Source: an optimization exercise on an open RTL-to-GDS flow (aim: small area, a short achievable clock period and few clock cycles per item). Production flows keep margins and buffers that such runs may drop. Power figures rest on the tool's default switching activity, not on a simulated workload.

v6:
==> flow/design.v <==
module crsf_parser (
    input  wire       clk,
    input  wire       rst,         
    input  wire       in_valid,
    output wire       in_ready,
    input  wire [7:0] in_data,
    input  wire       in_last,     
    output wire       out_valid,
    input  wire       out_ready,
    output wire [7:0] out_data,
    output wire       out_last,    
    output wire       st_valid,
    output wire [7:0] st_aux,      
    output wire [5:0] st_level     
);
    localparam QD = 4;             
    function automatic [7:0] crc8_step(input [7:0] c, input [7:0] b);
        integer i;
        reg [7:0] v;
        begin
            v = c ^ b;
            for (i = 0; i < 8; i = i + 1)
                v = v[7] ? ((v << 1) ^ 8'hD5) : (v << 1);
            crc8_step = v;
        end
    endfunction
    function automatic is_sync(input [7:0] b);
        is_sync = (b == 8'hC8) || (b == 8'hEA) || (b == 8'hEC) || (b == 8'hEE);
    endfunction
    function automatic [7:0] sync_byte(input [1:0] code);
        sync_byte = {2'b11, code != 2'd0, 2'b01, code, 1'b0};
    endfunction
    reg  [7:0] mem [0:63];
    integer    mi;
    wire [7:0] w_lo, w_hi;   
    reg        rdy;
    reg  [5:0] wptr;         
    reg  [5:0] cptr;         
    reg  [5:0] rptr;         
    reg  [5:0] lvl;          
    reg  [1:0] scode;        
    reg  [5:0] flen;         
    reg  [7:0] crc;          
    reg        bad;          
    reg        s0, s1;       
    reg        sb, sc;       
    reg        c_open;
    reg        c_seen;
    reg        c_drop;
    reg  [QD-1:0] qv;        
    reg  [1:0] q_aux [0:QD-1];     
    reg  [5:0] o_nf;         
    reg  [5:0] st_nf;        
    reg  [5:0] q_lvl [0:QD-1];
    reg  [5:0] q_mrk [0:QD-1];
    reg        st_q;
    integer    qi;
    localparam K_SYNC = 2'd0, K_LEN = 2'd1, K_BODY = 2'd2;
    reg  [1:0] i_ph;         
    reg  [5:0] i_rem;        
    reg  [7:0] g [0:3];      
    reg  [1:0] gsel;
    reg        gv;           
    reg  [1:0] gk;           
    reg        gl;           
    reg        ov, sv;
    reg  [7:0] od, sd;
    reg        ol, sl;
    wire       in_take = in_valid && rdy;
    wire       x_sync  = is_sync(in_data);
    wire       x_lenok = (in_data >= 8'd2) && (in_data <= 8'd62);
    wire       x_ok    = (in_data == crc) && !bad;
    wire       lvl0    = s0;
    wire       lvl1    = s1;
    wire [5:0] wptr_p1 = wptr + 6'd1;
    assign     w_lo    = rdy ? (8'd1 << wptr[2:0]) : 8'd0;
    assign     w_hi    = 8'd1 << wptr[5:3];
    wire       lvl_eq  = (lvl == flen);
    wire       adv     = (s1 && x_lenok) || sb || (sc && x_ok);
    wire [5:0] wptr_n  = (sc && !x_ok) ? cptr : adv ? wptr_p1 : wptr;
    wire [5:0] cptr_n  = (sc && x_ok) ? wptr_p1 : cptr;
    wire       n_s1    = (s0 || (s1 && !x_lenok)) && x_sync;
    wire       n_s0    = sc || ((s0 || (s1 && !x_lenok)) && !x_sync);
    wire       n_sb    = (s1 && x_lenok) || (sb && !lvl_eq);
    wire       n_sc    = sb && lvl_eq;
    wire [5:0] lvl_n   = (s1 && x_lenok) ? 6'd2 : sb ? lvl + 6'd1 :
                         n_s1 ? 6'd1 : 6'd0;
    wire       drop_n  = (s0 && !x_sync) || (s1 && !x_lenok) || (sc && !x_ok);
    wire       seen_n  = c_open ? (c_seen | x_sync) : (!lvl0 | x_sync);
    wire       cdrop_n = (c_open && c_drop) | drop_n;
    wire       push    = in_take && in_last;
    reg        push_d;       
    wire       q_has  = st_q ? qv[1] : qv[0];
    wire [5:0] q_hmrk = st_q ? q_mrk[1] : q_mrk[0];
    wire       q_at   = q_has && (rptr == q_hmrk) && (i_ph == 2'd0);
    wire       take   = ov && out_ready;
    wire       st_set = q_at && !gv && !sv && (!ov || out_ready);
    wire       q_at2  = (st_q ? qv[2] : qv[1]) && (rptr == (st_q ? q_mrk[2] : q_mrk[1]));
    wire       q_blk  = q_at && (gv || sv || (ov && !out_ready) || q_at2);
    wire       avail  = (i_ph != 2'd0) || ((rptr != cptr) && !q_blk);
    wire       room   = !ov || (!sv && !gv) || (out_ready && !(sv && gv));
    wire       issue  = avail && room;
    wire [7:0] rd     = g[gsel];
    wire [7:0] land   = (gk == K_SYNC) ? sync_byte(rd[7:6]) :
                        (gk == K_LEN)  ? {2'b00, rd[5:0]} : rd;
    wire [5:0] occ    = wptr - rptr;
    wire       q_ok1  = !qv[QD-2] || (!qv[QD-1] && (!push_d || st_q)) ||
                        (st_q && !push_d);
    wire       q_ok2  = !qv[QD-3] || (!qv[QD-2] && (!push_d || st_q)) ||
                        (!qv[QD-1] && st_q && !push_d);
    wire [QD-1:0] q_wr = st_q ? ({1'b0, qv[QD-1:1]} ^ qv) : (qv ^ {qv[QD-2:0], 1'b1});
    integer    gj, gk2;
    reg  [7:0] gt;
    reg  [15:0] rsel;        
    assign in_ready  = rdy;
    assign out_valid = ov;
    assign out_data  = od;
    assign out_last  = ol;
    assign st_valid  = st_q;
    assign st_aux    = {q_aux[0], st_nf};
    assign st_level  = q_lvl[0];
    always @(posedge clk) begin
        for (mi = 0; mi < 64; mi = mi + 1)
            if (w_hi[mi / 8] && w_lo[mi % 8])
                mem[mi] <= lvl1 ? {scode, in_data[5:0]} : in_data;
        for (gj = 0; gj < 4; gj = gj + 1) begin
            gt = 8'd0;
            for (gk2 = 0; gk2 < 16; gk2 = gk2 + 1)
                gt = gt | (mem[gj*16 + gk2] & {8{rsel[gk2]}});
            g[gj] <= gt;
        end
        gsel <= rptr[5:4];
        gk   <= i_ph;
        gl   <= (i_ph == K_BODY) && (i_rem == 6'd1);
        if (issue && i_ph == K_LEN)
            i_rem <= rd[5:0];
        else if (issue && i_ph == K_BODY)
            i_rem <= i_rem - 6'd1;
        if (take && sv) begin
            od <= sd;
            ol <= sl;
        end else if (!ov || take) begin
            od <= land;
            ol <= gl;
        end
        if (gv && ov && !(take && !sv)) begin
            sd <= land;
            sl <= gl;
        end
        if (in_take) begin
            if (lvl1) begin
                flen <= in_data[5:0];
                crc  <= 8'h00;
            end else
                crc  <= crc8_step(crc, in_data);
            if (lvl == 6'd2)
                bad <= (in_data >= 8'h28) && (flen < 6'd4);
            if (lvl0 || x_sync)
                scode <= in_data[2:1];
        end
        for (qi = 0; qi < QD; qi = qi + 1) begin
            if (st_q && qi < QD - 1) begin
                q_aux[qi] <= q_aux[qi+1];
                q_lvl[qi] <= q_lvl[qi+1];
                q_mrk[qi] <= q_mrk[qi+1];
            end
            if (push_d && q_wr[qi]) begin
                q_aux[qi] <= {~c_seen, c_drop};
                q_lvl[qi] <= lvl;
                q_mrk[qi] <= cptr;
            end
        end
        if (rst) begin
            rdy    <= 1'b0;
            wptr   <= 6'd0;
            cptr   <= 6'd0;
            rptr   <= 6'd0;
            rsel   <= 16'd1;
            lvl    <= 6'd0;
            s0     <= 1'b1;
            s1     <= 1'b0;
            sb     <= 1'b0;
            sc     <= 1'b0;
            c_open <= 1'b0;
            push_d <= 1'b0;
            o_nf   <= 6'd0;
            qv     <= {QD{1'b0}};
            st_q   <= 1'b0;
            ov     <= 1'b0;
            sv     <= 1'b0;
            gv     <= 1'b0;
            i_ph   <= 2'd0;
        end else begin
            push_d <= push;
            rdy <= (in_take ? (occ <= 6'd61) : (occ <= 6'd62)) &&
                   (push ? q_ok2 : q_ok1);
            if (in_take) begin
                wptr <= wptr_n;
                cptr <= cptr_n;
                lvl  <= lvl_n;
                s0   <= n_s0;
                s1   <= n_s1;
                sb   <= n_sb;
                sc   <= n_sc;
                c_open <= !in_last;
                c_seen <= seen_n;
                c_drop <= cdrop_n;
            end
            qv   <= (st_q ? {1'b0, qv[QD-1:1]} : qv) | (push_d ? q_wr : {QD{1'b0}});
            st_q <= st_set;
            gv <= issue;
            if (st_set)
                st_nf <= st_q ? 6'd0 : o_nf;
            if (st_q)
                o_nf <= {5'd0, (gv && gk == K_SYNC) || (issue && i_ph == K_SYNC)};
            else if (issue && i_ph == K_SYNC && o_nf != 6'd63)
                o_nf <= o_nf + 6'd1;
            if (issue) begin
                if (i_ph != K_SYNC) begin
                    rptr <= rptr + 6'd1;
                    rsel <= {rsel[14:0], rsel[15]};
                end
                i_ph <= (i_ph == K_SYNC) ? K_LEN :
                        (i_ph == K_LEN)  ? K_BODY :
                        (i_rem == 6'd1)  ? K_SYNC : K_BODY;
            end
            if (take && sv)
                sv <= gv;
            else if (!ov || take)
                ov <= gv;
            else if (gv)
                sv <= 1'b1;
        end
    end
endmodule
==> flow/config.mk <==
export PLATFORM = sky130hd
export DESIGN_NAME = crsf_parser
export DESIGN_NICKNAME = crsf_parser
export VERILOG_FILES = /design/flow/design.v
export SDC_FILE = /design/flow/constraint.sdc
export NUM_CORES = 4
export LEC_CHECK = 0
export ABC_CLOCK_PERIOD_IN_PS = 2200
export CAP_MARGIN = 20
export CORE_MARGIN = 2
export CORE_UTILIZATION = 40
export CTS_BUF_LIST = sky130_fd_sc_hd__clkbuf_8 sky130_fd_sc_hd__clkbuf_16
export CTS_CLUSTER_DIAMETER = 300
export CTS_CLUSTER_SIZE = 28
export SETUP_SLACK_MARGIN = 2.85
export SLEW_MARGIN = 20
export TNS_END_PERCENT = 100
==> flow/constraint.sdc <==
create_clock -name core_clock -period 5.0 [get_ports {clk}]
set_input_delay 1.0000 -clock core_clock [delete_from_list [all_inputs] [get_ports {clk}]]
set_output_delay 1.0000 -clock core_clock [all_outputs]
set_load 0.01 [all_outputs]
run.sh (not shown) runs the stock make flow with config.mk's settings and CLKGATE_MAP_FILE= SYNTH_SCRIPT=/design/flow/synth_recipe.tcl, a recipe that flattens the netlist after the stock synthesis.
The inputs of v7 differ from those of v6 as listed below.
diff --git a/flow/design.v b/flow/design.v
--- a/flow/design.v
+++ b/flow/design.v
@@ -39,12 +39,13 @@
     reg  [5:0] rptr;         
     reg  [5:0] lvl;          
     reg  [1:0] scode;        
     reg  [5:0] flen;         
     reg  [7:0] crc;          
     reg        bad;          
+    reg        rew;          
     reg        s0, s1;       
     reg        sb, sc;       
     reg        c_open;
     reg        c_seen;
     reg        c_drop;
     reg  [QD-1:0] qv;        
@@ -73,14 +74,14 @@
     wire       lvl0    = s0;
     wire       lvl1    = s1;
     wire [5:0] wptr_p1 = wptr + 6'd1;
     assign     w_lo    = rdy ? (8'd1 << wptr[2:0]) : 8'd0;
     assign     w_hi    = 8'd1 << wptr[5:3];
     wire       lvl_eq  = (lvl == flen);
-    wire       adv     = (s1 && x_lenok) || sb || (sc && x_ok);
-    wire [5:0] wptr_n  = (sc && !x_ok) ? cptr : adv ? wptr_p1 : wptr;
+    wire       adv_w   = (s1 && x_lenok) || sb || sc;
+    wire [5:0] wptr_n  = adv_w ? wptr_p1 : wptr;
     wire [5:0] cptr_n  = (sc && x_ok) ? wptr_p1 : cptr;
     wire       n_s1    = (s0 || (s1 && !x_lenok)) && x_sync;
     wire       n_s0    = sc || ((s0 || (s1 && !x_lenok)) && !x_sync);
     wire       n_sb    = (s1 && x_lenok) || (sb && !lvl_eq);
     wire       n_sc    = sb && lvl_eq;
     wire [5:0] lvl_n   = (s1 && x_lenok) ? 6'd2 : sb ? lvl + 6'd1 :
@@ -170,12 +171,13 @@
                 q_mrk[qi] <= cptr;
             end
         end
         if (rst) begin
             rdy    <= 1'b0;
             wptr   <= 6'd0;
+            rew    <= 1'b0;
             cptr   <= 6'd0;
             rptr   <= 6'd0;
             rsel   <= 16'd1;
             lvl    <= 6'd0;
             s0     <= 1'b1;
             s1     <= 1'b0;
@@ -191,14 +193,18 @@
             gv     <= 1'b0;
             i_ph   <= 2'd0;
         end else begin
             push_d <= push;
             rdy <= (in_take ? (occ <= 6'd61) : (occ <= 6'd62)) &&
                    (push ? q_ok2 : q_ok1);
+            rew <= in_take && sc && !x_ok;
+            if (rew)
+                wptr <= cptr;
+            else if (in_take)
+                wptr <= wptr_n;
             if (in_take) begin
-                wptr <= wptr_n;
                 cptr <= cptr_n;
                 lvl  <= lvl_n;
                 s0   <= n_s0;
                 s1   <= n_s1;
                 sb   <= n_sb;
                 sc   <= n_sc;
Notes after the runs:
Proportion of cell area occupied by registers delta for v7 relative to v6: 0.48 points higher
~same clock power in v6 and v7
There was hardly any difference in part of the power in the clock network between v7 and v6.
Worst-case setup slack after placement: v6 and v7 compared, higher one is v7
Cell area delta for v7 relative to v6: 0.62% lower
Summary — post-cts resize count, v7 relative to v6: lower, by about 11%.
Compared with v6, v7 shows a lower global routing usage on met3.
Per the comparison of v7 with v6, final worst slack shrank by 0.077 ns; area share of buffers outside the clock network shrank by 0.51 points; period utilization grew by 1.5 points; maximum clock frequency shrank by about 3.3%.
v6 and v7 ended up with nearly the same die area.
No run of this note included a check of the RTL's function; only the layout flow was run.

## separate check: timing with driven ports
No port has a modelled driver above. Below, the same layouts with a new extraction and two added sets of constraints.
Step 1 sets driving cells, clkbuf_16 on the clock port and buf_2 on the other inputs (assumed; they add their load-dependent delay and slew).
Step 2, shift: input delay + t, output delay - t, t = (earliest + latest rising clock arrival at the registers) / 2. This alone moves slack from input paths to output paths.
Three values: ideal, step 1, step 2; two values: the first two.
| run | shift t [ns] | setup slack, ns | clock arrival spread, ns | slew at the worst register clock pin (ns) | pins driven straight from the clock port |
|---|---|---|---|---|---|
| v6 | 0.697 | 2.716 / 2.693 / 2.097 | 0.030 / 0.030 | 0.12 / 0.12 | 1 |
| v7 | 0.684 | 2.639 / 2.639 / 2.185 | 0.033 / 0.033 | 0.11 / 0.11 | 1 |
After both steps setup and hold are still met in every run listed. The setup slack of v6, which loses most, moves by -0.023 ns with the drivers and by -0.619 ns with both steps.
